This is an optimization exercise on Yosys and OpenROAD, whose aim is small area and a short achievable clock period, not a production implementation.
RTL that was checked went through simulation tests only; none was proved equivalent to the original.
The RTL of runs 1 and 4 was laid out without a check of its function.
Power is estimated from default activity; no workload was simulated.

==> design/flow/flow/run.sh <==
#!/bin/bash
# Layout flow: the standard.sh, with these changes in how the layout is
# made; it is still laid out and signed off at the design's clock period
# and constraints:
#  - synthesis uses flow/synth_area.tcl (see there; registers as standard),
#  - ports are buffered with plain buf_1 cells,
#  - timing repair up to and including CTS aims at a setup margin of
#    19.7 ns; later repair (after global routing) at 19.5 ns.
# Each step's full output is in the log named below and in orfs/logs.
set -uo pipefail
cd "$(dirname "$0")/.."
W=$PWD
export BUFFER_PORTS_ARGS="-buffer_cell sky130_fd_sc_hd__buf_1"
sed "s#SYNTH_SCRIPT=[^ ]*#SYNTH_SCRIPT=$W/flow/synth_area.tcl#" standard.sh > flow_synth.sh
bash flow_synth.sh synth > flow_synth.log 2>&1 || exit 1
SETUP_SLACK_MARGIN=19.7 bash standard.sh cts > flow_to_cts.log 2>&1 || exit 1
SETUP_SLACK_MARGIN=19.5 bash standard.sh finish > flow_finish.log 2>&1
==> design/flow/flow/synth_area.tcl <==
# The standard synthesis (synth_recipe.tcl: ORFS synth.tcl without the fsm
# and share passes, then flattened and renamed), with two changes that only
# touch the combinational mapping (flip-flops are mapped exactly as there):
#  - no full/half-adder extraction (ADDER_MAP_FILE empty),
#  - ABC maps with its default script instead of ORFS's speed script.
proc synth {args} { yosys synth -nofsm -noshare {*}$args }
set ::env(ADDER_MAP_FILE) ""
proc abc {args} {
  set keep {}
  set skip 0
  foreach a $args {
    if {$skip} { set skip 0; continue }
    if {$a eq "-script" || $a eq "-D"} { set skip 1; continue }
    lappend keep $a
  }
  yosys abc {*}$keep
}
source $::env(SCRIPTS_DIR)/synth.tcl
# left out here: clear keep_hierarchy, flatten, clean up, hide names made inside functions, write 1_2_yosys.v
==> design/flow/standard.sh <==
#!/bin/bash
# synth_recipe.tcl (not shown) runs the flow's synth.tcl, then flattens the netlist and writes it again
# the make line also repeats each setting of config.mk as NAME=value (left out here)
make -C /OpenROAD-flow-scripts/flow DESIGN_CONFIG=/design/flow/config.mk WORK_HOME=/design/flow/orfs CLKGATE_MAP_FILE= SYNTH_SCRIPT=/design/flow/synth_recipe.tcl "${@:-finish}"
==> design/flow/config.mk <==
export PLATFORM = sky130hd
export DESIGN_NAME = cap_bounds_decoder
export DESIGN_NICKNAME = cap_bounds_decoder
export VERILOG_FILES = /design/flow/design.v
export SDC_FILE = /design/flow/constraint.sdc
export NUM_CORES = 4
export LEC_CHECK = 0
export CAP_MARGIN = 20
export CORE_MARGIN = 2
export CORE_UTILIZATION = 40
export SLEW_MARGIN = 20
==> design/flow/constraint.sdc <==
create_clock -name core_clock -period 26.0 [get_ports {clk}]
set_input_delay 5.2000 -clock core_clock [delete_from_list [all_inputs] [get_ports {clk}]]
set_output_delay 5.2000 -clock core_clock [all_outputs]
set_load 0.01 [all_outputs]
==> design/flow/design.v <==
module capdec_pre (
    input  wire [2:0]   ver,
    input  wire [128:0] cap,
    output wire         mw14,
    output wire         inv,
    output wire         sext,
    output wire         err,
    output wire         internal,
    output wire [5:0]   e_raw,
    output wire         over,
    output wire         sat
);
    assign mw14 = ~ver[2] & ~ver[1];
    assign inv  = ver[2] | (ver[1] & ver[0]);
    assign sext = ver[2];
    assign err  = ver[2] & ver[1];
    wire sat_en = ver[2] & ver[0];
    wire ie_bit = mw14 ? cap[90] : cap[94];
    assign internal = ie_bit ^ inv;
    wire [5:0] e6x   = (mw14 ? {cap[80:78], cap[66:64]} : {cap[82:80], cap[66:64]}) ^ {6{inv}};
    assign e_raw = internal ? e6x : 6'd0;
    assign over  = internal & (mw14 ? (e6x > 6'd52) : (e6x > 6'd50));
    assign sat   = sat_en & internal & (e6x >= 6'd51);
endmodule
module capdec_bounds (
    input  wire         mw14,
    input  wire         inv,
    input  wire         sext,
    input  wire         internal,
    input  wire [5:0]   exp_c,
    input  wire         sat,
    input  wire [128:0] cap,
    output wire [63:0]  base,
    output wire [64:0]  limit,
    output wire [63:0]  repb,
    output wire [64:0]  rept
);
    wire [15:0] bf = mw14 ? {2'b00, cap[77:64]} : cap[79:64];
    wire [13:0] tf = mw14 ? {2'b00, cap[89:78]} : cap[93:80];
    wire full_win = mw14 ? (exp_c > 6'd50) : (exp_c > 6'd48);
    wire [15:0] B   = internal ? {bf[15:3], 3'b000} : bf;
    wire [13:0] Tlo = internal ? {tf[13:3], 3'b000} : tf;
    wire [13:0] b_low = mw14 ? {2'b00, B[11:0]} : B[13:0];
    wire        carry = (Tlo < b_low);
    wire [1:0]  b_top = mw14 ? B[13:12] : B[15:14];
    wire [1:0]  ttop  = b_top + {1'b0, carry} + {1'b0, internal};
    wire [15:0] T     = mw14 ? {2'b00, ttop, Tlo[11:0]} : {ttop, Tlo};
    wire [63:0] a  = sext ? {{8{cap[55]}}, cap[55:0]} : cap[63:0];
    wire [64:0] ax = {1'b0, a};
    wire [52:0] a3s = a[63:11] >> exp_c;
    wire [2:0]  A3  = mw14 ? a3s[2:0] : a3s[4:2];
    wire [2:0]  B3  = mw14 ? B[13:11] : B[15:13];
    wire [2:0]  T3  = mw14 ? T[13:11] : T[15:13];
    wire [2:0]  R3  = B3 - 3'd1;
    wire aHi = (A3 < R3);
    wire tHi = (T3 < R3);
    wire bz  = (B3 == 3'd0);
    wire eb  = aHi ^ bz;
    wire et  = aHi ^ tHi;
    wire [63:0] th;
    wire [64:0] hi;
    genvar i, l;
    generate
        for (i = 0; i < 64; i = i + 1) begin : g_th
            assign th[i] = (exp_c <= i);
        end
        for (i = 0; i <= 64; i = i + 1) begin : g_hi
            if (i < 14)      assign hi[i] = 1'b0;
            else if (i < 16) assign hi[i] = mw14 & th[i-14];
            else             assign hi[i] = mw14 ? th[i-14] : th[i-16];
        end
    endgenerate
    wire [63:0] p = a | ~hi[63:0];
    wire [63:0] q = ~a | ~hi[63:0];
    wire [63:0] pp [0:6];
    wire [63:0] qq [0:6];
    assign pp[0] = p;
    assign qq[0] = q;
    generate
        for (l = 0; l < 6; l = l + 1) begin : g_lvl
            for (i = 0; i < 64; i = i + 1) begin : g_bit
                if (i & (1 << l)) begin
                    assign pp[l+1][i] = pp[l][i] & pp[l][(i >> l << l) - 1];
                    assign qq[l+1][i] = qq[l][i] & qq[l][(i >> l << l) - 1];
                end else begin
                    assign pp[l+1][i] = pp[l][i];
                    assign qq[l+1][i] = qq[l][i];
                end
            end
        end
    endgenerate
    wire [64:0] c  = {pp[6], 1'b1} & hi;
    wire [64:0] b  = {qq[6], 1'b1} & hi;
    wire [64:0] ah = ax & hi;
    wire [64:0] m  = aHi ? b : c;
    wire guard64 = ~mw14 & (exp_c == 6'd48);
    wire [15:0] B16 = mw14 ? {2'b00, B[13:0]} : B;
    wire [64:0] Bs  = {49'd0, B16 & {16{~sat}}} << exp_c;
    wire [64:0] Ts  = {49'd0, T & {16{~sat}}} << exp_c;
    wire [15:0] R16 = mw14 ? {2'b00, R3, 11'd0} : {R3, 13'd0};
    wire [64:0] Rs  = {49'd0, R16 & {16{~full_win}}} << exp_c;
    wire [64:0] d       = ah ^ m;
    wire [64:0] base_p  = (eb ? d : ah) | Bs;
    wire [64:0] limit_u = et ? d : ah;
    wire [64:0] limit_p = {limit_u[64] & ~guard64, limit_u[63:0]} | Ts;
    wire cond = base_p[63] ? ~(limit_p[64] ^ limit_p[63]) : limit_p[64];
    wire flip = inv & (exp_c < 6'd49) & cond;
    assign base  = base_p[63:0];
    assign limit = {(limit_p[64] ^ flip) | sat, limit_p[63:0]};
    assign repb = (aHi ? d[63:0] : ah[63:0]) | Rs[63:0];
    assign rept = {m[64] | full_win, (aHi ? ah[63:0] : d[63:0]) | Rs[63:0]};
endmodule
module capdec_core (
    input  wire         mw14,
    input  wire         inv,
    input  wire         sext,
    input  wire         err_in,
    input  wire         internal,
    input  wire [5:0]   e_raw,
    input  wire         over,
    input  wire         sat,
    input  wire [128:0] cap,
    output wire         err,
    output wire         tag,
    output wire [17:0]  perms,
    output wire [18:0]  otype,
    output wire         ie,
    output wire [15:0]  bottom,
    output wire [13:0]  top,
    output wire [7:0]   flags,
    output wire [63:0]  value,
    output wire [63:0]  base,
    output wire [64:0]  limit,
    output wire [5:0]   exponent,
    output wire [63:0]  repb,
    output wire [64:0]  rept
);
    assign err      = err_in;
    assign tag      = cap[128];
    assign perms    = cap[127:110];
    assign flags    = cap[63:56];
    assign value    = cap[63:0];
    assign otype    = mw14 ? cap[109:91] : {4'd0, cap[109:95]};
    assign ie       = mw14 ? cap[90] : cap[94];
    assign bottom   = mw14 ? {2'd0, cap[77:64]} : cap[79:64];
    assign top      = mw14 ? {2'd0, cap[89:78]} : cap[93:80];
    wire [5:0] exp_c = over ? (mw14 ? 6'd52 : 6'd50) : e_raw;
    assign exponent = exp_c;
    capdec_bounds u_bounds (
        .mw14(mw14), .inv(inv), .sext(sext), .internal(internal), .exp_c(exp_c), .sat(sat),
        .cap(cap), .base(base), .limit(limit), .repb(repb), .rept(rept));
endmodule
module cap_bounds_decoder (
    input  wire         clk,
    input  wire         rst,
    input  wire         in_valid,
    input  wire [2:0]   in_ver,
    input  wire [128:0] in_cap,
    output reg          out_valid,
    output reg          out_err,
    output reg          out_tag,
    output reg  [17:0]  out_perms,
    output reg  [18:0]  out_otype,
    output reg          out_ie,
    output reg  [15:0]  out_bottom,
    output reg  [13:0]  out_top,
    output reg  [7:0]   out_flags,
    output reg  [63:0]  out_value,
    output reg  [63:0]  out_base,
    output reg  [64:0]  out_limit,
    output reg  [5:0]   out_exponent,
    output reg  [63:0]  out_repb,
    output reg  [64:0]  out_rept
);
    wire       p_mw14, p_inv, p_sext, p_err, p_internal, p_over, p_sat;
    wire [5:0] p_e_raw;
    capdec_pre u_pre (
        .ver(in_ver), .cap(in_cap), .mw14(p_mw14), .inv(p_inv), .sext(p_sext), .err(p_err),
        .internal(p_internal), .e_raw(p_e_raw), .over(p_over), .sat(p_sat));
    reg         s1_valid;
    reg [128:0] s1_cap;
    reg         s1_mw14, s1_inv, s1_sext, s1_err, s1_internal, s1_over, s1_sat;
    reg [5:0]   s1_e_raw;
    always @(posedge clk) begin
        if (rst) s1_valid <= 1'b0;
        else     s1_valid <= in_valid;
        s1_cap      <= in_cap;
        s1_mw14     <= p_mw14;
        s1_inv      <= p_inv;
        s1_sext     <= p_sext;
        s1_err      <= p_err;
        s1_internal <= p_internal;
        s1_sat      <= p_sat;
        s1_e_raw    <= p_e_raw;
        s1_over     <= p_over;
    end
    wire        d_err, d_tag, d_ie;
    wire [17:0] d_perms;
    wire [18:0] d_otype;
    wire [15:0] d_bottom;
    wire [13:0] d_top;
    wire [7:0]  d_flags;
    wire [63:0] d_value, d_base, d_repb;
    wire [64:0] d_limit, d_rept;
    wire [5:0]  d_exponent;
    capdec_core u_core (
        .mw14(s1_mw14), .inv(s1_inv), .sext(s1_sext), .err_in(s1_err),
        .internal(s1_internal), .e_raw(s1_e_raw), .over(s1_over), .sat(s1_sat), .cap(s1_cap),
        .err(d_err), .tag(d_tag), .perms(d_perms), .otype(d_otype), .ie(d_ie),
        .bottom(d_bottom), .top(d_top), .flags(d_flags), .value(d_value),
        .base(d_base), .limit(d_limit), .exponent(d_exponent),
        .repb(d_repb), .rept(d_rept));
    always @(posedge clk) begin
        if (rst) out_valid <= 1'b0;
        else     out_valid <= s1_valid;
        out_err      <= d_err;
        out_tag      <= d_tag;
        out_perms    <= d_perms;
        out_otype    <= d_otype;
        out_ie       <= d_ie;
        out_bottom   <= d_bottom;
        out_top      <= d_top;
        out_flags    <= d_flags;
        out_value    <= d_value;
        out_base     <= d_base;
        out_limit    <= d_limit;
        out_exponent <= d_exponent;
        out_repb     <= d_repb;
        out_rept     <= d_rept;
    end
endmodule
==> impl_metrics.env, run 1 <==
export IMPL_synth_warning_count=2
export IMPL_synth_edf_count=0
export IMPL_floorplan_die_width_um=236.0
export IMPL_share_seq_of_total_power_pct=32.8
export IMPL_most_common_cell_in_the_synthesized_netlist="sky130_fd_sc_hd__dfxtp_1"
export IMPL_routed_wl_um=109600
export IMPL_cp_num_cells=39
export IMPL_cts_inserted_buffers=50
export IMPL_vdd_drop_max_mv=0.08681
export IMPL_clockRootBuffer="sky130_fd_sc_hd__clkbuf_16"
export IMPL_reg2reg_slack_ns=17.93
export IMPL_post_drt_via_cell_ratio=5.994
export IMPL_reg2reg_to="out_limit[54]"
export IMPL_fmax_mhz=123.9
export IMPL_tightest_slew_ns=1.226
export IMPL_design_die_area_um2=55710
export IMPL_grt_start_max_net_pins=104
export IMPL_numClockSinks=517
export IMPL_area_growth_pct=34.40
export IMPL_worst_path_largest_cell_delay_ns=0.47
export IMPL_vias=22780
export IMPL_hold_class="flop to flop"
export IMPL_critical_path_n_buffers_inverters=13
export IMPL_core_um2=53500
export IMPL_setup_violations_final=0
export IMPL_final_setup_tns_ns=0
export IMPL_tritoncts="built"
export IMPL_ios=542
export IMPL_critical_path_max_fanout=7
export IMPL_share_comb_of_total_power_pct=43.9
export IMPL_synthFlopType="sky130_fd_sc_hd__dfxtp_1"
export IMPL_powerDensity_nw_per_um2=114.7
export IMPL_netSwitchingPower_mw=1.396
export IMPL_crit_path_end="out_limit[54]"
export IMPL_p_int_mw=1.925
export IMPL_async_reset_ff_share_pct=0
export IMPL_grt_remaining_overflow=0
export IMPL_outcome="no timing/DRC/antenna violations"
export IMPL_syn_area_per_cell_um2=8.715
export IMPL_final_period_minus_worst_setup_slack_ns=8.069
export IMPL_number_of_max_cap_violations=0
export IMPL_die_height_um=236.0
export IMPL_critPathSlowestCell="sky130_fd_sc_hd__a2111oi_4"
export IMPL_antenna_violations_before_repair=1
export IMPL_gpl_final_weighted_congestion=1.030
export IMPL_first_global_vias=20960
export IMPL_synth_cell_type_count=81
export IMPL_timing_rr_start="s1_over"
export IMPL_cpMostUsedCell="sky130_fd_sc_hd__buf_6"
export IMPL_finalCoreUtilization_pct=54.10
export IMPL_ys_top_cells_by_area="sky130_fd_sc_hd__dfxtp_1 48%, sky130_fd_sc_hd__nand2_1 6.8%, sky130_fd_sc_hd__mux2i_1 5.2%, sky130_fd_sc_hd__nor2_1 3.9%, sky130_fd_sc_hd__o211ai_1 3.5%"
export IMPL_io_buffers=519
export IMPL_dpl_hpwl_um=79260
export IMPL_arrival_ns=8.56
export IMPL_grt_setup_unrepaired="true"
export IMPL_worst_hold_startpoint="s1_cap[7]"
export IMPL_routedWlPerCell_um=28.82
export IMPL_cp_end_kind="flop"
export IMPL_drt_drc_violations_left=0
export IMPL_postSynthCellCount=2471
export IMPL_synth_top_cell_area_share_pct=48.06
export IMPL_antenna_left=0
export IMPL_maxSlewHeadroom_pct=17.39
export IMPL_critical_path_startpoint_type="flop"
export IMPL_worst_endpoint_required_ns=26.49
export IMPL_hold_viol_final=0
export IMPL_dr_first_iter_drc_count=3094
export IMPL_layout_net_count=3198
export IMPL_worst_setup_hold_path_clk_slew_ns=0.07
export IMPL_fin_worst_skew_ns=0.02519
export IMPL_netlist_area_um2=21530
export IMPL_initial_core_util_pct=40.25
export IMPL_synth_sequential_area_ratio_pct=48.06
export IMPL_ys_ff_latch=517
export IMPL_netSwitchingFraction_pct=42.04
export IMPL_rr_worst_depth=39
export IMPL_drtPass1Iterations=7
export IMPL_clockPowerShare_pct=23.3
export IMPL_cts_max_level=2
export IMPL_crit_path_start="s1_over"
export IMPL_final_layout_size_suffix_gt1_share_pct=22.81
export IMPL_clkLatencyLatePin_ns=0.61
export IMPL_clock_path_buffers=3
export IMPL_timing_critical_path_max_delay_family="simple AND/OR/NAND/NOR gates"
export IMPL_slew_viol_final=0
export IMPL_timing_worst_setup_path_type="flop to flop"
export IMPL_cellLeakagePower_nw=11.70
export IMPL_leading_area_contributor_after_synthesis="sky130_fd_sc_hd__dfxtp_1"
export IMPL_global_route_usage_total_pct=37.24
export IMPL_top_cells_by_instance_count_after_synthesis="517 x sky130_fd_sc_hd__dfxtp_1, 388 x sky130_fd_sc_hd__nand2_1, 224 x sky130_fd_sc_hd__nor2_1"
export IMPL_rows=85
export IMPL_fin_crit_sh_pct=31.03
export IMPL_global_route_wire_length_before_repair_um=150900
==> power groups by stage <==
stage,Combinational (mW),Clock [mW],Sequential (mW)
after floorplan,0.630,0,1.14
after global placement,1.21,0,1.09
after detailed placement,1.21,0,1.10
after CTS,1.37,0.784,1.09
after global routing,1.50,0.816,1.10
final,1.46,0.775,1.09
==> per-layer routing <==
| metal | part of all wire (%) | up-vias | track usage [%] |
|---|---|---|---|
| li1 | - | 9962 | - |
| met1 | 41 | 10730 | 50.52 |
| met2 | 42 | 1724 | 54.99 |
| met3 | 11 | 367 | 7.396 |
| met4 | 6.9 | 0 | 21.71 |
| met5 | 0 | - | 0 |
==> sequential cells by signal, indices dropped and copies added (netlist names), 6 cells and up <==
| register | flops |
|---|---|
| out_base | 64 |
| out_exponent | 6 |
| out_otype | 19 |
| out_value | 63 |
| out_limit | 65 |
| out_bottom | 16 |
| out_repb | 50 |
| out_perms | 18 |
| s1_e_raw | 6 |
| out_top | 14 |
| out_rept | 54 |
| s1_cap | 129 |
==> cell families after synthesis <==
group / synth area share, %
AOI/OAI and AO/OA: 20.88
xor gates and xnor gates: 0.6915
adders and majority gates: 0.04648
buffers and inverters: 5.096
DFF: 48.06
muxes: 6.781
other: 0.01741
and+or+nand+nor: 18.42
==> placed cells by master, fill, tap and decap left out, types with 11 or more instances in the layout <==
cell type	instances
sky130_fd_sc_hd__nand2b_1	29
sky130_fd_sc_hd__o31ai_1	14
sky130_fd_sc_hd__nand2_2	15
sky130_fd_sc_hd__dfxtp_2	42
sky130_fd_sc_hd__xnor2_1	12
sky130_fd_sc_hd__a22oi_1	43
sky130_fd_sc_hd__nor2b_1	26
sky130_fd_sc_hd__buf_1	360
sky130_fd_sc_hd__mux2i_1	84
sky130_fd_sc_hd__o221ai_1	20
sky130_fd_sc_hd__o21ai_0	120
sky130_fd_sc_hd__inv_1	50
sky130_fd_sc_hd__a221o_1	29
sky130_fd_sc_hd__dfxtp_1	465
sky130_fd_sc_hd__buf_2	136
sky130_fd_sc_hd__nor2_4	11
sky130_fd_sc_hd__conb_1	22
sky130_fd_sc_hd__buf_4	116
sky130_fd_sc_hd__and3_1	15
sky130_fd_sc_hd__nand3_1	38
sky130_fd_sc_hd__nand2_1	367
sky130_fd_sc_hd__o22ai_1	51
sky130_fd_sc_hd__nor3_1	39
sky130_fd_sc_hd__a21oi_2	15
sky130_fd_sc_hd__mux2_2	25
sky130_fd_sc_hd__o211ai_1	100
sky130_fd_sc_hd__a21oi_1	129
sky130_fd_sc_hd__clkbuf_16	51
sky130_fd_sc_hd__nor2_1	207
sky130_fd_sc_hd__buf_6	60
sky130_fd_sc_hd__a31oi_1	24
sky130_fd_sc_hd__mux2i_4	11
sky130_fd_sc_hd__mux2i_2	16
sky130_fd_sc_hd__and2_1	27
==> through the flow <==
stage,hold WS (ns),worst slack (ns),area [µm²],cells,total power [mW]
2_1_floorplan,0.3096,19.20,21720,2492,1.772
3_3_place_gp,0.3097,16.31,23950,3558,2.303
5_1_grt,0.3251,17.74,28940,3800,3.420
3_5_place_dp,0.3121,16.38,23960,3558,2.306
4_1_cts,0.3264,18.06,28260,3768,3.239
6_report,0.3255,17.93,28940,3801,3.321
==> repair_timing <==
action | CTS | global route
setup endpoints to repair | 336 | 99
buffers inserted | 100 | 30
gates resized for setup | 463 | 86
gates cloned | 17 | 1
hold buffers | 0 | 0
endpoints found under the hold margin | 0 | 0
pin swaps | 65 | 57
==> worst min-delay path by stage <==
stage / to / slack (ns) / cells past startpoint
finish: out_value[7] / 0.33 / 0
global route: out_perms[4] / 0.33 / 0
detailed placement: out_perms[0] / 0.31 / 0
floorplan: out_err / 0.31 / 0
global placement: out_perms[9] / 0.31 / 0
CTS: out_perms[4] / 0.33 / 0
==> final cells by class <==
class	instances	area, µm²
diodes	1	2.502
clock buffers	65	1378
well taps	696	870.8
clock inverters	28	394.1
multi-input cells	1737	11350
repair buffers	700	4277
inverters	57	232.7
flip-flops and latches	517	10440
fillers	4931	24550
==> run 2, diff against run 1 <==
--- a/design/flow/design.v
+++ b/design/flow/design.v
@@ -6,8 +6,7 @@
     output wire         sext,
     output wire         err,
     output wire         internal,
-    output wire [5:0]   e_raw,
-    output wire         over,
+    output wire [5:0]   exp_c,
     output wire         sat
 );
     assign mw14 = ~ver[2] & ~ver[1];
@@ -18,8 +17,9 @@
     wire ie_bit = mw14 ? cap[90] : cap[94];
     assign internal = ie_bit ^ inv;
     wire [5:0] e6x   = (mw14 ? {cap[80:78], cap[66:64]} : {cap[82:80], cap[66:64]}) ^ {6{inv}};
-    assign e_raw = internal ? e6x : 6'd0;
-    assign over  = internal & (mw14 ? (e6x > 6'd52) : (e6x > 6'd50));
+    wire [5:0] e_raw = internal ? e6x : 6'd0;
+    wire       over  = internal & (mw14 ? (e6x > 6'd52) : (e6x > 6'd50));
+    assign exp_c = over ? (mw14 ? 6'd52 : 6'd50) : e_raw;
     assign sat   = sat_en & internal & (e6x >= 6'd51);
 endmodule
 module capdec_bounds (
@@ -47,8 +47,9 @@
     wire [15:0] T     = mw14 ? {2'b00, ttop, Tlo[11:0]} : {ttop, Tlo};
     wire [63:0] a  = sext ? {{8{cap[55]}}, cap[55:0]} : cap[63:0];
     wire [64:0] ax = {1'b0, a};
-    wire [52:0] a3s = a[63:11] >> exp_c;
-    wire [2:0]  A3  = mw14 ? a3s[2:0] : a3s[4:2];
+    wire [65:0] a3v = mw14 ? {13'd0, a[63:11]} : {15'd0, a[63:13]};
+    wire [65:0] a3s = a3v >> exp_c;
+    wire [2:0]  A3  = a3s[2:0];
     wire [2:0]  B3  = mw14 ? B[13:11] : B[15:13];
     wire [2:0]  T3  = mw14 ? T[13:11] : T[15:13];
     wire [2:0]  R3  = B3 - 3'd1;
@@ -99,16 +100,15 @@
     wire [64:0] Ts  = {49'd0, T & {16{~sat}}} << exp_c;
     wire [15:0] R16 = mw14 ? {2'b00, R3, 11'd0} : {R3, 13'd0};
     wire [64:0] Rs  = {49'd0, R16 & {16{~full_win}}} << exp_c;
-    wire [64:0] d       = ah ^ m;
-    wire [64:0] base_p  = (eb ? d : ah) | Bs;
-    wire [64:0] limit_u = et ? d : ah;
+    wire [64:0] base_p  = (ah ^ ({65{eb}} & m)) | Bs;
+    wire [64:0] limit_u = ah ^ ({65{et}} & m);
     wire [64:0] limit_p = {limit_u[64] & ~guard64, limit_u[63:0]} | Ts;
     wire cond = base_p[63] ? ~(limit_p[64] ^ limit_p[63]) : limit_p[64];
     wire flip = inv & (exp_c < 6'd49) & cond;
     assign base  = base_p[63:0];
     assign limit = {(limit_p[64] ^ flip) | sat, limit_p[63:0]};
-    assign repb = (aHi ? d[63:0] : ah[63:0]) | Rs[63:0];
-    assign rept = {m[64] | full_win, (aHi ? ah[63:0] : d[63:0]) | Rs[63:0]};
+    assign repb = ah[63:0] ^ ({64{aHi}} & b[63:0]) | Rs[63:0];
+    assign rept = {m[64] | full_win, ah[63:0] ^ ({64{~aHi}} & c[63:0]) | Rs[63:0]};
 endmodule
 module capdec_core (
     input  wire         mw14,
@@ -116,8 +116,7 @@
     input  wire         sext,
     input  wire         err_in,
     input  wire         internal,
-    input  wire [5:0]   e_raw,
-    input  wire         over,
+    input  wire [5:0]   exp_c,
     input  wire         sat,
     input  wire [128:0] cap,
     output wire         err,
@@ -144,7 +143,6 @@
     assign ie       = mw14 ? cap[90] : cap[94];
     assign bottom   = mw14 ? {2'd0, cap[77:64]} : cap[79:64];
     assign top      = mw14 ? {2'd0, cap[89:78]} : cap[93:80];
-    wire [5:0] exp_c = over ? (mw14 ? 6'd52 : 6'd50) : e_raw;
     assign exponent = exp_c;
     capdec_bounds u_bounds (
         .mw14(mw14), .inv(inv), .sext(sext), .internal(internal), .exp_c(exp_c), .sat(sat),
@@ -172,15 +170,15 @@
     output reg  [63:0]  out_repb,
     output reg  [64:0]  out_rept
 );
-    wire       p_mw14, p_inv, p_sext, p_err, p_internal, p_over, p_sat;
-    wire [5:0] p_e_raw;
+    wire       p_mw14, p_inv, p_sext, p_err, p_internal, p_sat;
+    wire [5:0] p_exp;
     capdec_pre u_pre (
         .ver(in_ver), .cap(in_cap), .mw14(p_mw14), .inv(p_inv), .sext(p_sext), .err(p_err),
-        .internal(p_internal), .e_raw(p_e_raw), .over(p_over), .sat(p_sat));
+        .internal(p_internal), .exp_c(p_exp), .sat(p_sat));
     reg         s1_valid;
     reg [128:0] s1_cap;
-    reg         s1_mw14, s1_inv, s1_sext, s1_err, s1_internal, s1_over, s1_sat;
-    reg [5:0]   s1_e_raw;
+    reg         s1_mw14, s1_inv, s1_sext, s1_err, s1_internal, s1_sat;
+    reg [5:0]   s1_exp;
     always @(posedge clk) begin
         if (rst) s1_valid <= 1'b0;
         else     s1_valid <= in_valid;
@@ -191,8 +189,7 @@
         s1_err      <= p_err;
         s1_internal <= p_internal;
         s1_sat      <= p_sat;
-        s1_e_raw    <= p_e_raw;
-        s1_over     <= p_over;
+        s1_exp      <= p_exp;
     end
     wire        d_err, d_tag, d_ie;
     wire [17:0] d_perms;
@@ -205,7 +202,7 @@
     wire [5:0]  d_exponent;
     capdec_core u_core (
         .mw14(s1_mw14), .inv(s1_inv), .sext(s1_sext), .err_in(s1_err),
-        .internal(s1_internal), .e_raw(s1_e_raw), .over(s1_over), .sat(s1_sat), .cap(s1_cap),
+        .internal(s1_internal), .exp_c(s1_exp), .sat(s1_sat), .cap(s1_cap),
         .err(d_err), .tag(d_tag), .perms(d_perms), .otype(d_otype), .ie(d_ie),
         .bottom(d_bottom), .top(d_top), .flags(d_flags), .value(d_value),
         .base(d_base), .limit(d_limit), .exponent(d_exponent),
==> impl_metrics.env, run 2 <==
export IMPL_setup_violations_final=0
export IMPL_worst_endpoint_required_ns=26.48
export IMPL_reg2reg_to="out_limit[57]"
export IMPL_antenna_violations_before_repair=3
export IMPL_critical_path_startpoint_type="input port"
export IMPL_grt_setup_unrepaired="false"
export IMPL_final_layout_size_suffix_gt1_share_pct=13.85
export IMPL_maxSlewHeadroom_pct=15.29
export IMPL_post_drt_via_cell_ratio=5.879
export IMPL_share_comb_of_total_power_pct=35.5
export IMPL_async_reset_ff_share_pct=0
export IMPL_postSynthCellCount=2582
export IMPL_gpl_final_weighted_congestion=1.030
export IMPL_outcome="no timing/DRC/antenna violations"
export IMPL_syn_area_per_cell_um2=8.800
export IMPL_clkLatencyLatePin_ns=0.60
export IMPL_crit_path_start="in_ver[2]"
export IMPL_design_die_area_um2=58730
export IMPL_synth_cell_type_count=102
export IMPL_clockRootBuffer="sky130_fd_sc_hd__clkbuf_16"
export IMPL_vias=22620
export IMPL_hold_class="flop to flop"
export IMPL_leading_area_contributor_after_synthesis="sky130_fd_sc_hd__dfxtp_1"
export IMPL_vdd_drop_max_mv=0.05526
export IMPL_numClockSinks=516
export IMPL_cellLeakagePower_nw=10.83
export IMPL_tightest_slew_ns=1.257
export IMPL_rows=87
export IMPL_share_seq_of_total_power_pct=36.2
export IMPL_timing_rr_start="s1_exp[3]"
export IMPL_synth_top_cell_area_share_pct=45.46
export IMPL_biggestRegsByFlops="s1_cap (129), out_limit (65), out_base (64)"
export IMPL_antenna_left=0
export IMPL_ys_ff_latch=516
export IMPL_routedWlPerCell_um=27.17
export IMPL_tritoncts="built"
export IMPL_cts_inserted_buffers=50
export IMPL_number_of_max_cap_violations=0
export IMPL_final_setup_tns_ns=0
export IMPL_drtPass1Iterations=8
export IMPL_ios=542
export IMPL_clock_path_buffers=3
export IMPL_clockPowerShare_pct=28.3
export IMPL_finalCoreUtilization_pct=48.84
export IMPL_final_period_minus_worst_setup_slack_ns=6.345
export IMPL_fin_crit_sh_pct=24.40
export IMPL_critical_path_max_fanout=5
export IMPL_netlist_area_um2=22720
export IMPL_routed_wl_um=104500
export IMPL_reg2reg_slack_ns=19.72
export IMPL_first_global_vias=21590
export IMPL_top_cells_by_instance_count_after_synthesis="516 x sky130_fd_sc_hd__dfxtp_1, 379 x sky130_fd_sc_hd__nand2_1, 232 x sky130_fd_sc_hd__nor2_1"
export IMPL_ys_top_cells_by_area="sky130_fd_sc_hd__dfxtp_1 45%, sky130_fd_sc_hd__nand2_1 6.3%, sky130_fd_sc_hd__o21ai_0 3.9%, sky130_fd_sc_hd__nor2_1 3.8%, sky130_fd_sc_hd__mux2i_1 3.3%"
export IMPL_grt_start_max_net_pins=75
export IMPL_synthFlopType="sky130_fd_sc_hd__dfxtp_1"
export IMPL_timing_worst_setup_path_type="input port to flop"
export IMPL_worst_hold_startpoint="s1_cap[123]"
export IMPL_layout_cells_most_common="sky130_fd_sc_hd__dfxtp_1"
export IMPL_netSwitchingPower_mw=1.059
export IMPL_floorplan_die_width_um=242.3
export IMPL_cts_max_level=2
export IMPL_insertedDiodeCount=0
export IMPL_synth_sequential_area_ratio_pct=45.46
export IMPL_cp_end_kind="flop"
export IMPL_powerDensity_nw_per_um2=98.66
export IMPL_global_route_usage_total_pct=34.08
export IMPL_largest_register="s1_cap"
export IMPL_dr_first_iter_drc_count=2381
export IMPL_fmax_mhz=157.6
export IMPL_io_buffers=519
export IMPL_synth_warning_count=2
export IMPL_slew_viol_final=0
export IMPL_dpl_hpwl_um=79970
export IMPL_grt_remaining_overflow=0
export IMPL_layout_common_cells="493 x sky130_fd_sc_hd__dfxtp_1, 404 x sky130_fd_sc_hd__buf_1, 379 x sky130_fd_sc_hd__nand2_1"
export IMPL_global_route_wire_length_before_repair_um=147900
export IMPL_fill_cells=5523
export IMPL_worst_setup_hold_path_clk_slew_ns=0.06
export IMPL_area_growth_pct=20.96
export IMPL_drt_drc_violations_left=0
export IMPL_netSwitchingFraction_pct=39.04
export IMPL_p_int_mw=1.653
export IMPL_largest_register_ff_count=129
export IMPL_layout_net_count=3187
export IMPL_most_common_cell_in_the_synthesized_netlist="sky130_fd_sc_hd__dfxtp_1"
export IMPL_core_um2=56280
export IMPL_initial_core_util_pct=40.37
export IMPL_arrival_ns=6.83
export IMPL_rr_worst_depth=19
export IMPL_fin_worst_skew_ns=0.02714
export IMPL_synth_edf_count=0
export IMPL_min_delay_path_depth=0
export IMPL_whs_endpoint="out_perms[13]"
export IMPL_hold_viol_final=0
export IMPL_die_height_um=242.3
run 2: cell count changes after synthesis, moves of 30 or more:
cell	previous run	this run
sky130_fd_sc_hd__a21oi_1	148	118
sky130_fd_sc_hd__mux2_2	31	63
sky130_fd_sc_hd__mux2i_1	111	76
sky130_fd_sc_hd__o211ai_1	100	54
sky130_fd_sc_hd__o21ai_0	134	178
sky130_fd_sc_hd__xnor2_1	15	72
run 2: how the worst max path moves through the flow:
stage	endpoint	slack, ns
floorplan	s1_exp[1]	19.22
global placement	s1_exp[1]	18.89
detailed placement	s1_exp[1]	18.88
CTS	out_limit[58]	19.70
global route	out_limit[57]	19.52
finish	s1_exp[1]	19.66
run 2: power groups by stage:
| stage | clock network [mW] | registers (mW) | logic [mW] |
|---|---|---|---|
| finish | 0.767 | 0.981 | 0.963 |
| global placement | 0 | 0.996 | 0.906 |
| CTS | 0.783 | 0.982 | 0.924 |
| floorplan | 0 | 1.02 | 0.464 |
| global route | 0.816 | 0.991 | 0.997 |
| detailed placement | 0 | 0.998 | 0.906 |
run 2: kinds of logic after synthesis:
family / count (synthesis) / synth area share [%]
other cells: 1 / 0.01650
fa+ha+maj: 3 / 0.1322
flops: 516 / 45.46
compound gates: 662 / 19.47
mux: 156 / 8.155
xor+xnor: 80 / 3.084
simple gates: 932 / 18.92
buf+inv: 232 / 4.763
run 2: area by class of cell:
cell class | count | area [µm²] | area share, %
clock inverter | 27 | 374.1 | 1.361
multi-input combinational | 1855 | 11520 | 41.90
timing repair buffer | 577 | 2664 | 9.692
inverter | 52 | 197.7 | 0.7193
clock buffer | 64 | 1414 | 5.144
tap | 756 | 945.9 | 3.442
sequential | 516 | 10370 | 37.74
run 2: routing by layer:
layer,up-vias,routed length [µm],global-route usage (%)
met3,281,10420,8.198
met2,1421,45720,52.76
met1,10840,42160,43.80
met4,4,6192,18.48
li1,10070,-,-
met5,-,28,0
run 2: worst max-delay path, cell delays in order:
cell and delay [ns]:
sky130_fd_sc_hd__buf_6 0.11, sky130_fd_sc_hd__or2_4 0.26, sky130_fd_sc_hd__inv_4 0.07, sky130_fd_sc_hd__mux2i_1 0.23
sky130_fd_sc_hd__xnor2_1 0.14, sky130_fd_sc_hd__nor4_1 0.30, sky130_fd_sc_hd__o21ai_1 0.11, sky130_fd_sc_hd__and2_1 0.19
sky130_fd_sc_hd__a32o_1 0.20
run 2: per-stage QoR:
| stage | total power, mW | hold slack, ns | instances | worst slack (ns) | cell area (µm²) |
|---|---|---|---|---|---|
| final | 2.712 | 0.3259 | 3847 | 19.66 | 27490 |
| after global routing | 2.804 | 0.3309 | 3847 | 19.52 | 27490 |
| after CTS | 2.690 | 0.3264 | 3844 | 19.70 | 27410 |
| after detailed placement | 1.904 | 0.3121 | 3744 | 18.88 | 25250 |
| after global placement | 1.901 | 0.3098 | 3744 | 18.89 | 25250 |
| after floorplan | 1.484 | 0.3096 | 2603 | 19.22 | 22830 |
run 2: what timing repair did:
item / CTS / global route
gates resized for setup: 150 / 8
hold buffers: 0 / 0
buffers inserted: 8 / 3
pin swaps: 7 / 2
gates cloned: 1 / 0
endpoints found under the hold margin: 0 / 0
endpoints found under the setup margin: 169 / 12
==> run 3, diff against run 2 <==
==> design/flow/flow/run.sh (replaced) <==
#!/bin/bash
# Layout flow: the standard.sh, with these changes in how the layout is
# made; it is still laid out and signed off at the design's clock period
# and constraints:
#  - synthesis uses flow/synth_area.tcl (see there; registers as standard),
#  - ports are buffered with plain buf_1 cells,
#  - timing repair up to and including CTS aims at a setup margin of
#    19.6 ns; later repair (after global routing) at 19.45 ns.
# Each step's full output is in the log named below and in orfs/logs.
set -uo pipefail
cd "$(dirname "$0")/.."
W=$PWD
export BUFFER_PORTS_ARGS="-buffer_cell sky130_fd_sc_hd__buf_1"
sed "s#SYNTH_SCRIPT=[^ ]*#SYNTH_SCRIPT=$W/flow/synth_area.tcl#" standard.sh > flow_synth.sh
bash flow_synth.sh synth > flow_synth.log 2>&1 || exit 1
SETUP_SLACK_MARGIN=19.6 bash standard.sh cts > flow_to_cts.log 2>&1 || exit 1
SETUP_SLACK_MARGIN=19.45 bash standard.sh finish > flow_finish.log 2>&1
==> impl_metrics.env, run 3 <==
export IMPL_outcome="no timing/DRC/antenna violations"
export IMPL_m3_gr_usage_pct=8.308
export IMPL_timing_worst_setup_path_type="flop to flop"
export IMPL_fill_cells=5543
export IMPL_slew_viol_final=0
export IMPL_clkLatencyLatePin_ns=0.60
export IMPL_post_drt_via_cell_ratio=5.870
export IMPL_most_common_cell_in_the_synthesized_netlist="sky130_fd_sc_hd__dfxtp_1"
export IMPL_vias=22560
export IMPL_critical_path_startpoint_type="flop"
export IMPL_dr_first_iter_drc_count=2447
export IMPL_clockRootBuffer="sky130_fd_sc_hd__clkbuf_16"
export IMPL_arrival_ns=6.89
export IMPL_setup_ws_ns=19.56
export IMPL_fmax_mhz=155.2
export IMPL_routedWlPerCell_um=27.17
export IMPL_numClockSinks=516
export IMPL_timing_rr_start="s1_exp[5]"
export IMPL_rows=87
export IMPL_layout_cells_most_common="sky130_fd_sc_hd__buf_1"
export IMPL_hold_viol_final=0
export IMPL_global_route_wire_length_before_repair_um=147500
export IMPL_synth_warning_count=2
export IMPL_grt_use_met1_pct=43.65
export IMPL_largest_register_ff_count=129
export IMPL_critical_path_max_fanout=57
export IMPL_grt_remaining_overflow=0
export IMPL_postSynthCellCount=2582
export IMPL_number_of_max_cap_violations=0
export IMPL_worst_hold_slack_ns=0.3260
export IMPL_cp_end_kind="flop"
export IMPL_floorplan_die_width_um=242.3
export IMPL_grt_met2_usage_pct=52.50
export IMPL_antenna_violations_before_repair=3
export IMPL_gpl_final_weighted_congestion=1.030
export IMPL_synth_sequential_area_ratio_pct=45.46
export IMPL_worst_hold_startpoint="s1_cap[123]"
export IMPL_final_setup_tns_ns=0
export IMPL_final_layout_size_suffix_gt1_share_pct=9.556
export IMPL_io_buffers=519
export IMPL_post_place_ws_ns=18.88
export IMPL_maxSlewHeadroom_pct=15.63
export IMPL_setup_violations_final=0
export IMPL_synth_cell_type_count=102
export IMPL_largest_register="s1_cap"
export IMPL_cts_max_level=2
export IMPL_global_route_usage_total_pct=34.01
export IMPL_async_reset_ff_share_pct=0
export IMPL_dpl_hpwl_um=79970
export IMPL_cellLeakagePower_nw=10.44
export IMPL_area_growth_pct=19.93
export IMPL_worst_setup_hold_path_clk_slew_ns=0.06
export IMPL_tritoncts="built"
export IMPL_crit_path_start="s1_exp[5]"
export IMPL_drtPass1Iterations=8
export IMPL_drt_drc_violations_left=0
export IMPL_tightest_slew_ns=1.252
export IMPL_synth_top_cell_area_share_pct=45.46
export IMPL_postCtsHoldBufs=0
export IMPL_clock_path_buffers=3
export IMPL_initial_core_util_pct=40.37
export IMPL_synthFlopType="sky130_fd_sc_hd__dfxtp_1"
export IMPL_synth_edf_count=0
export IMPL_ios=542
export IMPL_reg2reg_slack_ns=19.56
export IMPL_finalPower_mw=2.700
export IMPL_final_period_minus_worst_setup_slack_ns=6.444
export IMPL_leading_area_contributor_after_synthesis="sky130_fd_sc_hd__dfxtp_1"
export IMPL_biggestRegsByFlops="s1_cap (129), out_limit (65), out_base (64)"
export IMPL_grt_start_max_net_pins=75
export IMPL_cts_inserted_buffers=50
export IMPL_layout_net_count=3183
export IMPL_fin_crit_sh_pct=24.78
export IMPL_busiest_layer="met2"
export IMPL_insertedDiodeCount=0
export IMPL_netlist_area_um2=22720
export IMPL_worst_endpoint_required_ns=26.44
export IMPL_grt_setup_unrepaired="false"
export IMPL_hold_class="flop to flop"
export IMPL_ys_ff_latch=516
export IMPL_fin_worst_skew_ns=0.02448
export IMPL_die_height_um=242.3
export IMPL_syn_area_per_cell_um2=8.800
export IMPL_antenna_left=0
export IMPL_first_global_vias=21490
export IMPL_ys_top_cells_by_area="sky130_fd_sc_hd__dfxtp_1 45%, sky130_fd_sc_hd__nand2_1 6.3%, sky130_fd_sc_hd__o21ai_0 3.9%, sky130_fd_sc_hd__nor2_1 3.8%, sky130_fd_sc_hd__mux2i_1 3.3%"
export IMPL_top_cells_by_instance_count_after_synthesis="516 x sky130_fd_sc_hd__dfxtp_1, 379 x sky130_fd_sc_hd__nand2_1, 232 x sky130_fd_sc_hd__nor2_1"
export IMPL_powerDensity_nw_per_um2=99.08
export IMPL_core_um2=56280
export IMPL_design_die_area_um2=58730
export IMPL_layout_common_cells="516 x sky130_fd_sc_hd__buf_1, 509 x sky130_fd_sc_hd__dfxtp_1, 379 x sky130_fd_sc_hd__nand2_1"
export IMPL_routed_wl_um=104400
export IMPL_vdd_drop_max_mv=0.05538
run 3: cell counts after synthesis:
No cell type changed its count.
run 3: timing repair:
item                                    4_1_cts  5_1_grt
cloned                                        1        0
gates resized for setup                       7        9
endpoints found under the setup margin       44       18
pin swaps                                     3        2
buffers inserted                              5        2
run 3: worst paths after layout:
kind,endpoint,cells past startpoint
worst max-delay path,out_limit[64],17
worst min register to register,out_perms[13],0
worst min-delay path,out_perms[13],0
worst max register to register,out_limit[64],17
run 3: cell type report:
| type | count | area [µm²] | share of cell area, % |
|---|---|---|---|
| Clock buffer | 64 | 1414 | 5.188 |
| Clock inverter | 27 | 374.1 | 1.373 |
| Inverter | 52 | 197.7 | 0.7255 |
| Multi-Input combinational cell | 1855 | 11520 | 42.29 |
| Sequential cell | 516 | 10340 | 37.96 |
| Tap cell | 756 | 945.9 | 3.471 |
| Timing Repair Buffer | 573 | 2450 | 8.990 |
run 3: report_power, final:
part | internal (mW) | total (mW) | switching, mW
Combinational | 0.265 | 0.953 | 0.688
Sequential | 0.912 | 0.980 | 0.0681
Clock | 0.465 | 0.767 | 0.302
run 3: critical path, stage by stage (launching register included):
cell	delay (ns)
sky130_fd_sc_hd__dfxtp_2	0.75
sky130_fd_sc_hd__buf_6	0.52
sky130_fd_sc_hd__inv_2	0.07
sky130_fd_sc_hd__buf_4	0.30
sky130_fd_sc_hd__nand2_1	0.75
sky130_fd_sc_hd__a41o_1	0.24
sky130_fd_sc_hd__o311ai_0	0.22
sky130_fd_sc_hd__o21ai_0	0.30
sky130_fd_sc_hd__o21ai_0	0.14
sky130_fd_sc_hd__maj3_1	0.51
sky130_fd_sc_hd__buf_4	0.32
sky130_fd_sc_hd__nor4_4	0.61
sky130_fd_sc_hd__nand3_2	0.33
sky130_fd_sc_hd__o41ai_2	0.45
sky130_fd_sc_hd__nand2_1	0.13
sky130_fd_sc_hd__xnor2_1	0.18
sky130_fd_sc_hd__o21a_1	0.16
sky130_fd_sc_hd__o221ai_1	0.13
run 3: through the flow:
stage	cell area, µm²	instances	utilization, %
after floorplan	22830	2603	-
after global placement	25250	3744	44.86
after detailed placement	25250	3744	44.87
after CTS	27170	3841	48.27
after global routing	27250	3843	48.42
final	27250	3843	48.42
run 3: per-layer routing:
metal | wire [µm] | share of wire (%)
met1 | 42130 | 40
met2 | 45690 | 44
met3 | 10380 | 9.9
met4 | 6207 | 5.9
met5 | 14 | 0.013
run 3: cell families (layout without fill, tap and decap cells):
family	after synthesis	after routing	share of synthesized area, %
AOI/OAI and AO/OA	662	662	19.47
xor gates and xnor gates	80	80	3.084
adders and majority gates	3	3	0.1322
buffers and inverters	232	716	4.763
DFF	516	516	45.46
muxes	156	156	8.155
other	1	22	0.01650
and+or+nand+nor	932	932	18.92
==> run 4, diff against run 3 <==
--- a/design/flow/design.v
+++ b/design/flow/design.v
@@ -18,8 +18,8 @@
     assign internal = ie_bit ^ inv;
     wire [5:0] e6x   = (mw14 ? {cap[80:78], cap[66:64]} : {cap[82:80], cap[66:64]}) ^ {6{inv}};
     wire [5:0] e_raw = internal ? e6x : 6'd0;
-    wire       over  = internal & (mw14 ? (e6x > 6'd52) : (e6x > 6'd50));
-    assign exp_c = over ? (mw14 ? 6'd52 : 6'd50) : e_raw;
+    wire [5:0] clamp = mw14 ? 6'd52 : 6'd50;
+    assign exp_c = (e_raw > clamp) ? clamp : e_raw;
     assign sat   = sat_en & internal & (e6x >= 6'd51);
 endmodule
 module capdec_bounds (
@@ -58,25 +58,15 @@
     wire bz  = (B3 == 3'd0);
     wire eb  = aHi ^ bz;
     wire et  = aHi ^ tHi;
-    wire [63:0] th;
-    wire [64:0] hi;
-    genvar i, l;
-    generate
-        for (i = 0; i < 64; i = i + 1) begin : g_th
-            assign th[i] = (exp_c <= i);
-        end
-        for (i = 0; i <= 64; i = i + 1) begin : g_hi
-            if (i < 14)      assign hi[i] = 1'b0;
-            else if (i < 16) assign hi[i] = mw14 & th[i-14];
-            else             assign hi[i] = mw14 ? th[i-14] : th[i-16];
-        end
-    endgenerate
+    wire [6:0]  k  = {1'b0, exp_c} + (mw14 ? 7'd14 : 7'd16);
+    wire [64:0] hi = {65{1'b1}} << k;
     wire [63:0] p = a | ~hi[63:0];
     wire [63:0] q = ~a | ~hi[63:0];
     wire [63:0] pp [0:6];
     wire [63:0] qq [0:6];
     assign pp[0] = p;
     assign qq[0] = q;
+    genvar i, l;
     generate
         for (l = 0; l < 6; l = l + 1) begin : g_lvl
             for (i = 0; i < 64; i = i + 1) begin : g_bit
==> design/flow/flow/run.sh (replaced) <==
#!/bin/bash
# Standard ORFS flow (the standard.sh), with two changes in how the
# layout is made; it is still laid out and signed off at the design's clock
# period and constraints:
#  - ports are buffered with plain buf_1 cells,
#  - timing repair up to and including CTS aims at a setup margin of
#    19.5 ns; later repair (after global routing) at the default margin.
set -uo pipefail
cd "$(dirname "$0")/.."
export BUFFER_PORTS_ARGS="-buffer_cell sky130_fd_sc_hd__buf_1"

SETUP_SLACK_MARGIN=19.5 bash standard.sh cts > flow_to_cts.log 2>&1 || exit 1
bash standard.sh finish > flow_finish.log 2>&1
removed: design/flow/flow/synth_area.tcl
==> impl_metrics.env, run 4 <==
export IMPL_drt_drc_violations_left=0
export IMPL_p_int_mw=1.817
export IMPL_gpl_final_weighted_congestion=1.103
export IMPL_vias=26260
export IMPL_yosys_area_share_xor_xnor_pct=8.453
export IMPL_fmax_mhz=147.3
export IMPL_async_reset_ff_share_pct=0
export IMPL_syn_area_per_cell_um2=8.769
export IMPL_synth_cell_type_count=98
export IMPL_timing_worst_setup_path_type="flop to flop"
export IMPL_clock_path_buffers=3
export IMPL_fin_crit_sh_pct=26.11
export IMPL_routedWlPerCell_um=28.19
export IMPL_top_cells_by_instance_count_after_synthesis="541 x sky130_fd_sc_hd__dfxtp_1, 354 x sky130_fd_sc_hd__nand2_1, 247 x sky130_fd_sc_hd__nor2_1"
export IMPL_io_buffers=541
export IMPL_share_seq_of_total_power_pct=32.8
export IMPL_final_setup_tns_ns=0
export IMPL_finalCoreUtilization_pct=47.47
export IMPL_highest_layer="met4"
export IMPL_netlist_area_um2=26320
export IMPL_routed_wl_met3_um=15310
export IMPL_layout_cells_non_filler=4352
export IMPL_final_layout_size_suffix_gt1_share_pct=9.232
export IMPL_final_period_minus_worst_setup_slack_ns=6.789
export IMPL_cts_inserted_buffers=56
export IMPL_fraction_of_synthesized_area_in_multiplexers_pct=8.249
export IMPL_cellLeakagePower_nw=11.71
export IMPL_critical_path_startpoint_type="flop"
export IMPL_grt_setup_unrepaired="false"
export IMPL_layout_common_cells="539 x sky130_fd_sc_hd__buf_1, 536 x sky130_fd_sc_hd__dfxtp_1, 353 x sky130_fd_sc_hd__nand2_1"
export IMPL_arrival_ns=7.26
export IMPL_hold_class="flop to flop"
export IMPL_layout_net_count=3605
export IMPL_postCtsHoldBufs=0
export IMPL_slew_viol_final=0
export IMPL_post_drt_via_cell_ratio=6.034
export IMPL_met1_length_um=47830
export IMPL_layout_cells_most_common="sky130_fd_sc_hd__buf_1"
export IMPL_grt_start_max_net_pins=69
export IMPL_critical_path_max_fanout=31
export IMPL_vdd_drop_max_mv=0.06984
export IMPL_leading_area_contributor_after_synthesis="sky130_fd_sc_hd__dfxtp_1"
export IMPL_initial_core_util_pct=40.24
export IMPL_synth_warning_count=2
export IMPL_ys_ff_latch=541
export IMPL_synthFlopType="sky130_fd_sc_hd__dfxtp_1"
export IMPL_antenna_violations_before_repair=5
export IMPL_dr_first_iter_drc_count=4270
export IMPL_hold_viol_final=0
export IMPL_global_route_wire_length_before_repair_um=170300
export IMPL_maxSlewHeadroom_pct=12.47
export IMPL_setup_violations_final=0
export IMPL_largest_register="s1_cap"
export IMPL_postSynthCellCount=3001
export IMPL_setup_ws_ns=19.21
export IMPL_netSwitchingPower_mw=1.416
export IMPL_netSwitchingFraction_pct=43.80
export IMPL_synth_top_cell_area_share_pct=41.15
export IMPL_routed_wl_um=122700
export IMPL_numClockSinks=541
export IMPL_fin_worst_skew_ns=0.03826
export IMPL_powerDensity_nw_per_um2=104.2
export IMPL_insertedDiodeCount=0
export IMPL_largest_register_ff_count=129
export IMPL_most_common_cell_in_the_synthesized_netlist="sky130_fd_sc_hd__dfxtp_1"
export IMPL_clkLatencyLatePin_ns=0.63
export IMPL_synth_sequential_area_ratio_pct=41.15
export IMPL_synthesized_area_fraction_occupied_by_adder_cells_pct=1.341
export IMPL_fill_cells=6551
export IMPL_tightest_slew_ns=1.299
export IMPL_die_height_um=260.5
export IMPL_area_growth_pct=17.95
export IMPL_floorplan_die_width_um=260.5
export IMPL_biggestRegsByFlops="s1_cap (129), out_limit (65), out_rept (65)"
export IMPL_worst_setup_hold_path_clk_slew_ns=0.06
export IMPL_final_area_um2=31040
export IMPL_dpl_hpwl_um=93070
export IMPL_place_detailed_instances=4238
export IMPL_grt_remaining_overflow=0
export IMPL_synth_edf_count=0
export IMPL_first_global_vias=23960
export IMPL_design_die_area_um2=67860
export IMPL_cp_end_kind="flop"
export IMPL_complex_gate_fraction_of_the_synthesized_area_pct=19.84
export IMPL_drtPass1Iterations=9
export IMPL_ios=542
export IMPL_post_place_ws_ns=18.24
export IMPL_ys_top_cells_by_area="sky130_fd_sc_hd__dfxtp_1 41%, sky130_fd_sc_hd__xnor2_1 5.8%, sky130_fd_sc_hd__nand2_1 5.0%, sky130_fd_sc_hd__o21ai_0 4.5%, sky130_fd_sc_hd__nor2_1 3.5%"
export IMPL_cts_max_level=2
export IMPL_synth_top_family_by_area="compound AO/OA/AOI/OAI gates"
export IMPL_worst_hold_slack_ns=0.3254
export IMPL_detailed_route_wirelength_on_metal2_um=51520
export IMPL_tritoncts="built"
export IMPL_finalPower_mw=3.233
export IMPL_number_of_max_cap_violations=0
export IMPL_detailed_place_area_um2=28960
export IMPL_antenna_left=0
export IMPL_outcome="no timing/DRC/antenna violations"
export IMPL_clockRootBuffer="sky130_fd_sc_hd__clkbuf_16"
export IMPL_clockPowerShare_pct=24.4
export IMPL_global_route_usage_total_pct=34.67
export IMPL_rows=94
export IMPL_share_comb_of_total_power_pct=42.8
export IMPL_worst_endpoint_required_ns=26.47
export IMPL_core_um2=65390
export IMPL_post_synth_and_or_nand_nor_area_fraction_pct=16.26
[run 4: cell types whose count changed after synthesis, sizes merged, moves of 15 or more]
cell and delta:
ha +25, nand2 -25, nor2b -15, dfxtp +25
o21ai +86, a21oi +22, o211ai -22, mux2i +16
clkbuf +20, o22ai +42, xnor2 +102, buf +22
nor2 +17, xor2 +72
[run 4: routing by layer]
layer,up-vias,GRT usage [%]
met5,-,0
met3,415,10.37
li1,11570,-
met1,12380,45.34
met4,0,19.16
met2,1896,50.97
[run 4: logic make-up after synthesis]
logic type,Yosys count
xor+xnor,254
flops,541
compound gates,805
fa+ha+maj,27
simple gates,913
buf+inv,288
mux,173
[run 4: worst max-delay path, cell delays in order (launching register included)]
cell                       delay (ns)
sky130_fd_sc_hd__dfxtp_4         0.71
sky130_fd_sc_hd__inv_1           0.14
sky130_fd_sc_hd__buf_4           0.28
sky130_fd_sc_hd__fa_1            0.80
sky130_fd_sc_hd__nor3b_1         0.26
sky130_fd_sc_hd__buf_4           0.20
sky130_fd_sc_hd__nor2_1          0.52
sky130_fd_sc_hd__a21oi_1         0.25
sky130_fd_sc_hd__a32oi_1         0.50
sky130_fd_sc_hd__nor4bb_1        0.62
sky130_fd_sc_hd__nor4bb_1        0.47
sky130_fd_sc_hd__buf_4           0.36
sky130_fd_sc_hd__nand4_4         0.35
sky130_fd_sc_hd__nor4b_4         0.56
sky130_fd_sc_hd__nor4_1          0.09
sky130_fd_sc_hd__nor3_1          0.32
sky130_fd_sc_hd__o221ai_2        0.14
[run 4: cell type report]
type	instances	area [µm²]	share of cell area, %
multi-input combinational	2173	14450	46.54
clock buffer	68	1498	4.825
clock inverter	35	331.6	1.068
timing repair buffer	605	2585	8.328
inverter	66	252.7	0.8143
tap	864	1081	3.483
sequential	541	10850	34.94
[run 4: timing repair]
action,4_1_cts,5_1_grt
endpoints found under the setup margin,163,0
resized for setup,32,0
setup buffers,10,0
[run 4: worst paths after layout]
check	depth (start not counted)	start	to	slack, ns
setup / recovery	16	s1_mw14	out_limit[64]	19.21
hold / removal	0	s1_cap[115]	out_perms[5]	0.33
setup reg to reg	16	s1_mw14	out_limit[64]	19.21
hold reg to reg	0	s1_cap[115]	out_perms[5]	0.33
[run 4: power by group through the flow]
stage	combinational [mW]	sequential (mW)	clock, mW
after floorplan	0.732	1.10	0
after global placement	1.30	1.08	0
after detailed placement	1.30	1.08	0
after CTS	1.33	1.06	0.804
after global routing	1.43	1.07	0.836
final	1.38	1.06	0.790

[re-timing with driven ports]
Ports are ideal in the flow. The routed layouts listed here were re-timed in OpenROAD. Step 1 sets driving cells, clkbuf_16 on the clock port and buf_2 on the other inputs (assumed; they add their load-dependent delay and slew). Step 2 adds t to the input delays and takes it off the output delays; t is the mean of the earliest and latest rising clock arrival at the registers after step 1. Input paths then give back, and output paths get back, about the clock's delay inside the block. a / b / c = no drivers / after step 1 / after step 2; a / b = the first two.
run	t (ns)	slack for setup (ns)	worst setup path after step 2	cell pins on the clock port's net
run 1	0.663	17.931 / 17.931 / 17.931	register to register	1
run 2	0.651	19.655 / 19.658 / 19.036	input to register	1
run 3	0.652	19.557 / 19.557 / 18.962	input to register	1
run 4	0.678	19.211 / 19.211 / 18.656	input to register	1
After both steps setup and hold are still met in every run listed. For run 2, which loses most, drivers alone change the setup slack by +0.003 ns; drivers and shift together by -0.619 ns.
